From an optimization exercise on the open Yosys and OpenROAD flow, aimed at small area, a short achievable clock period and few clock cycles per item; shortcuts taken in it are not production practice. Where RTL was checked, it was by simulation tests only, not by an equivalence proof against the original. No activity file was given, so power comes from the tool's default toggle rates.

==> flow/design.v (excerpt) <==
module wib_expander (
    input  wire        clk,
    input  wire        rst,         
    input  wire        in_valid,
    output wire        in_ready,
    input  wire [63:0] in_data,
    output wire        out_valid,
    input  wire        out_ready,
    output wire [63:0] out_data,
    output wire        out_last     
);
For scale: ~140 I/O pins, about 2900 sq um of cells after synthesis.
export LEC_CHECK = 0
export CAP_MARGIN = 20
export CORE_MARGIN = 2
export CORE_UTILIZATION = 40
export SETUP_SLACK_MARGIN = 1.6
export SLEW_MARGIN = 20
create_clock -name core_clock -period 4.0 [get_ports {clk}]
run.sh (not shown) runs the stock make flow with config.mk's settings and CLKGATE_MAP_FILE= SYNTH_SCRIPT=/design/flow/synth_recipe.tcl, a recipe that flattens the netlist after the stock synthesis.
The starting point passed the timing, DRC and antenna checks.
Rerun with:
==> flow/flow/run.sh (new file) <==
#!/bin/bash
# Standard layout, with the port buffers that buffer_ports inserts made of
# sky130_fd_sc_hd__buf_2 instead of the cell it picks by default.
set -euo pipefail
export BUFFER_PORTS_ARGS="-buffer_cell sky130_fd_sc_hd__buf_2"
bash standard.sh > standard.log 2>&1
==> flow/standard.sh (new file) <==
#!/bin/bash
# synth_recipe.tcl (not shown) runs the flow's synth.tcl, then flattens the netlist and writes it again
# the make line also repeats each setting of config.mk as NAME=value (left out here)
make -C /OpenROAD-flow-scripts/flow DESIGN_CONFIG=/design/flow/config.mk WORK_HOME=/design/flow/orfs CLKGATE_MAP_FILE= SYNTH_SCRIPT=/design/flow/synth_recipe.tcl "${@:-finish}"
--- a/flow/config.mk
+++ b/flow/config.mk
@@ -11 +11 @@
-export SETUP_SLACK_MARGIN = 1.6
+export SETUP_SLACK_MARGIN = 1.4
removed: flow/run.sh
=> Die area is unchanged; worst hold slack is better by 16 ps; flip-flop and latch count is unchanged; cell area drops by 13%; worst setup slack is better by 43 ps; clock skew drops by 9.3 ps; routed wire length drops by 7.1%.
Rerun with:
==> flow/run.sh (new file) <==
#!/bin/bash
# synth_recipe.tcl (not shown) runs the flow's synth.tcl, then flattens the netlist and writes it again
# the make line also repeats each setting of config.mk as NAME=value (left out here)
make -C /OpenROAD-flow-scripts/flow DESIGN_CONFIG=/design/flow/config.mk WORK_HOME=/design/flow/orfs CLKGATE_MAP_FILE= SYNTH_SCRIPT=/design/flow/synth_recipe.tcl finish
--- a/flow/config.mk
+++ b/flow/config.mk
@@ -11 +11 @@
-export SETUP_SLACK_MARGIN = 1.4
+export SETUP_SLACK_MARGIN = 1.8
removed: flow/flow/run.sh
removed: flow/standard.sh
Outcome: First-iteration DRC count went down by 5.6%. Sequential cell count does not change. Clock power climbs by about 3%.
Rerun with:
--- a/flow/config.mk
+++ b/flow/config.mk
@@ -11 +11 @@
-export SETUP_SLACK_MARGIN = 1.8
+export SETUP_SLACK_MARGIN = 2.0
Sequential cell count does not change.
Synthesized cell count does not change.
Via count increases slightly.
Clock skew is about the same.
Worst setup slack is better by 26 ps.
Global-route usage increases by 3.1 points.
Final cell count increases slightly.
Count of clock-buffer cells in the layout decreases by 1.
Rerun with:
--- a/flow/config.mk
+++ b/flow/config.mk
@@ -11 +11 @@
-export SETUP_SLACK_MARGIN = 2.0
+export SETUP_SLACK_MARGIN = 1.4
The new run went through all stages and came out clean.
Sequential cell count is unchanged.
Synthesized area is unchanged.
Worst setup slack gains 73 ps.
Global-route usage went down by 4.2 points.
Clock skew went down by 3.2 ps.
Die area does not change.
Routed wire length went down by about a fifth.
Cell area went down by roughly a tenth.
Sequential power hardly moves.
Cell count went down by a few percent.
Combinational power went down by about a fifth.
Rerun with:
--- a/flow/config.mk
+++ b/flow/config.mk
@@ -11 +10,0 @@
-export SETUP_SLACK_MARGIN = 1.4
Result: Synthesized area is unchanged. Final area barely changes. Wire length fell by a little under a tenth. Synthesized cell count is unchanged. Critical path depth is unchanged. Final cell count fell by a few percent. Clock power fell slightly.
Function was not checked in any run of this note: the RTL went through the layout flow alone.

========
The RTL this note starts from:
==> flow/design.v <==
module wib_expander (
    input  wire        clk,
    input  wire        rst,         
    input  wire        in_valid,
    output wire        in_ready,
    input  wire [63:0] in_data,
    output wire        out_valid,
    input  wire        out_ready,
    output wire [63:0] out_data,
    output wire        out_last     
);
    reg  [4:0]  wcnt;       
    reg  [3:0]  ph;         
    reg         w29;        
    reg         hdr;        
    reg  [15:0] x, y;       
    wire [15:0] c0 = in_data[15:0];
    wire [15:0] c1 = in_data[31:16];
    wire [15:0] c2 = in_data[47:32];
    wire [15:0] c3 = in_data[63:48];
    assign out_valid = in_valid & ~hdr;
    assign in_ready  = hdr | (out_ready & ~ph[2]);
    assign out_last  = ph[3] & w29;
    wire [15:0] s0 = ({16{ph[0]}} & c0) | ({16{ph[1]}} & x)  | ({16{ph[2]}} & y)  | ({16{ph[3]}} & c1);
    wire [15:0] s1 = ({16{ph[0]}} & c1) | ({16{ph[1]}} & c0) | ({16{ph[2]}} & x)  | ({16{ph[3]}} & c2);
    wire [15:0] s2 = ({16{ph[0]}} & c2) | ({16{ph[1]}} & c1) | ({16{ph[2]}} & c0) | ({16{ph[3]}} & c3);
    wire [47:0] d = {s2, s1, s0};
    assign out_data = {4'h0, d[47:36], 4'h0, d[35:24], 4'h0, d[23:12], 4'h0, d[11:0]};
    wire in_fire  = in_valid & in_ready;
    wire out_fire = in_valid & ~hdr & out_ready;
    wire [4:0] wnext = (wcnt == 5'd29) ? 5'd0 : wcnt + 5'd1;
    always @(posedge clk) begin
        if (in_valid & out_ready) begin
            x <= c3;
            y <= c2;
        end
    end
    always @(posedge clk) begin
        if (rst) begin
            wcnt <= 5'd0;
            ph   <= 4'b0001;
            hdr  <= 1'b1;
            w29  <= 1'b0;
        end else begin
            if (in_fire) begin
                wcnt <= wnext;
                hdr  <= (wnext <= 5'd3) | (wnext == 5'd16) | (wnext == 5'd17);
                w29  <= (wnext == 5'd29);
            end
            if (out_fire)
                ph <= {ph[2:0], ph[3]};
        end
    end
endmodule
clock: 4.0 ns
lec_check: 0
cap_margin: 20
core_margin: 2
core_utilization: 40
setup_slack_margin: 1.4
slew_margin: 20
standard.sh (not shown) runs the stock make flow with config.mk's settings and CLKGATE_MAP_FILE= SYNTH_SCRIPT=/design/flow/synth_recipe.tcl, a recipe that flattens the netlist after the stock synthesis.
==> flow/flow/run.sh <==
#!/bin/bash
# Standard layout, with the port buffers that buffer_ports inserts made of
# sky130_fd_sc_hd__buf_1 instead of the cell it picks by default.
set -euo pipefail
export BUFFER_PORTS_ARGS="-buffer_cell sky130_fd_sc_hd__buf_1"
bash standard.sh > standard.log 2>&1
Testbench counts at the start, summed over its fixed seeds: cycles 19,456, frames 512.
Then changed:
--- a/flow/config.mk
+++ b/flow/config.mk
@@ -9,4 +9,4 @@
 export CORE_MARGIN = 2
-export CORE_UTILIZATION = 40
-export SETUP_SLACK_MARGIN = 1.4
+export CORE_UTILIZATION = 60
+export SETUP_SLACK_MARGIN = 1.7
 export SLEW_MARGIN = 20
After rerunning:
- first-iteration DRC count rose by roughly a tenth
- die area fell by a quarter to a third
- flip-flop and latch count is unchanged
- setup slack is better by 0.12 ns
- core utilization rose by 26 points
- global-route usage rose by 9.4 points
- register-to-register slack is better by 0.08 ns

[re-timing with driven ports]
How much do the figures lean on ideal ports? The routed layouts below were timed once more, with nothing changed but the port constraints.
Step 1, drivers: a clkbuf_16 drives clk and a buf_2 each remaining input, both assumed.
Step 2 adds t to the input delays and takes it off the output delays; t is the mean of the earliest and latest rising clock arrival at the registers after step 1. Input paths then give back, and output paths get back, about the clock's delay inside the block.
Slacks: ideal ports / drivers / drivers and shift; pairs: ideal ports / drivers.
run	t (ns)	slack for setup (ns)	hold WS [ns]	worst setup path after step 2	latest minus earliest clock arrival (ns)
the first run of note 1	0.331	1.312 / 1.280 / 1.291	0.562 / 0.562 / 0.562	input to output	0.013 / 0.014
the second run of note 1	0.314	1.355 / 1.325 / 1.503	0.579 / 0.579 / 0.579	input to output	0.009 / 0.008
the third run of note 1	0.330	1.342 / 1.310 / 1.418	0.562 / 0.562 / 0.562	input to output	0.010 / 0.009
the fourth run of note 1	0.327	1.367 / 1.338 / 1.417	0.562 / 0.562 / 0.562	input to output	0.011 / 0.011
the fifth run of note 1	0.329	1.440 / 1.408 / 1.421	0.541 / 0.541 / 0.541	input to output	0.006 / 0.006
the sixth run of note 1	0.323	0.596 / 0.565 / 0.832	0.568 / 0.568 / 0.568	input to output	0.008 / 0.008
the first run of note 2	0.321	1.666 / 1.635 / 1.619	0.502 / 0.502 / 0.502	input to register	0.005 / 0.004
the second run of note 2	0.319	1.784 / 1.758 / 1.699	0.495 / 0.495 / 0.495	input to register	0.008 / 0.008
After both steps setup and hold are still met in every run listed. The setup slack of the second run of note 2, which loses most, moves by -0.026 ns with the drivers and by -0.085 ns with both steps.
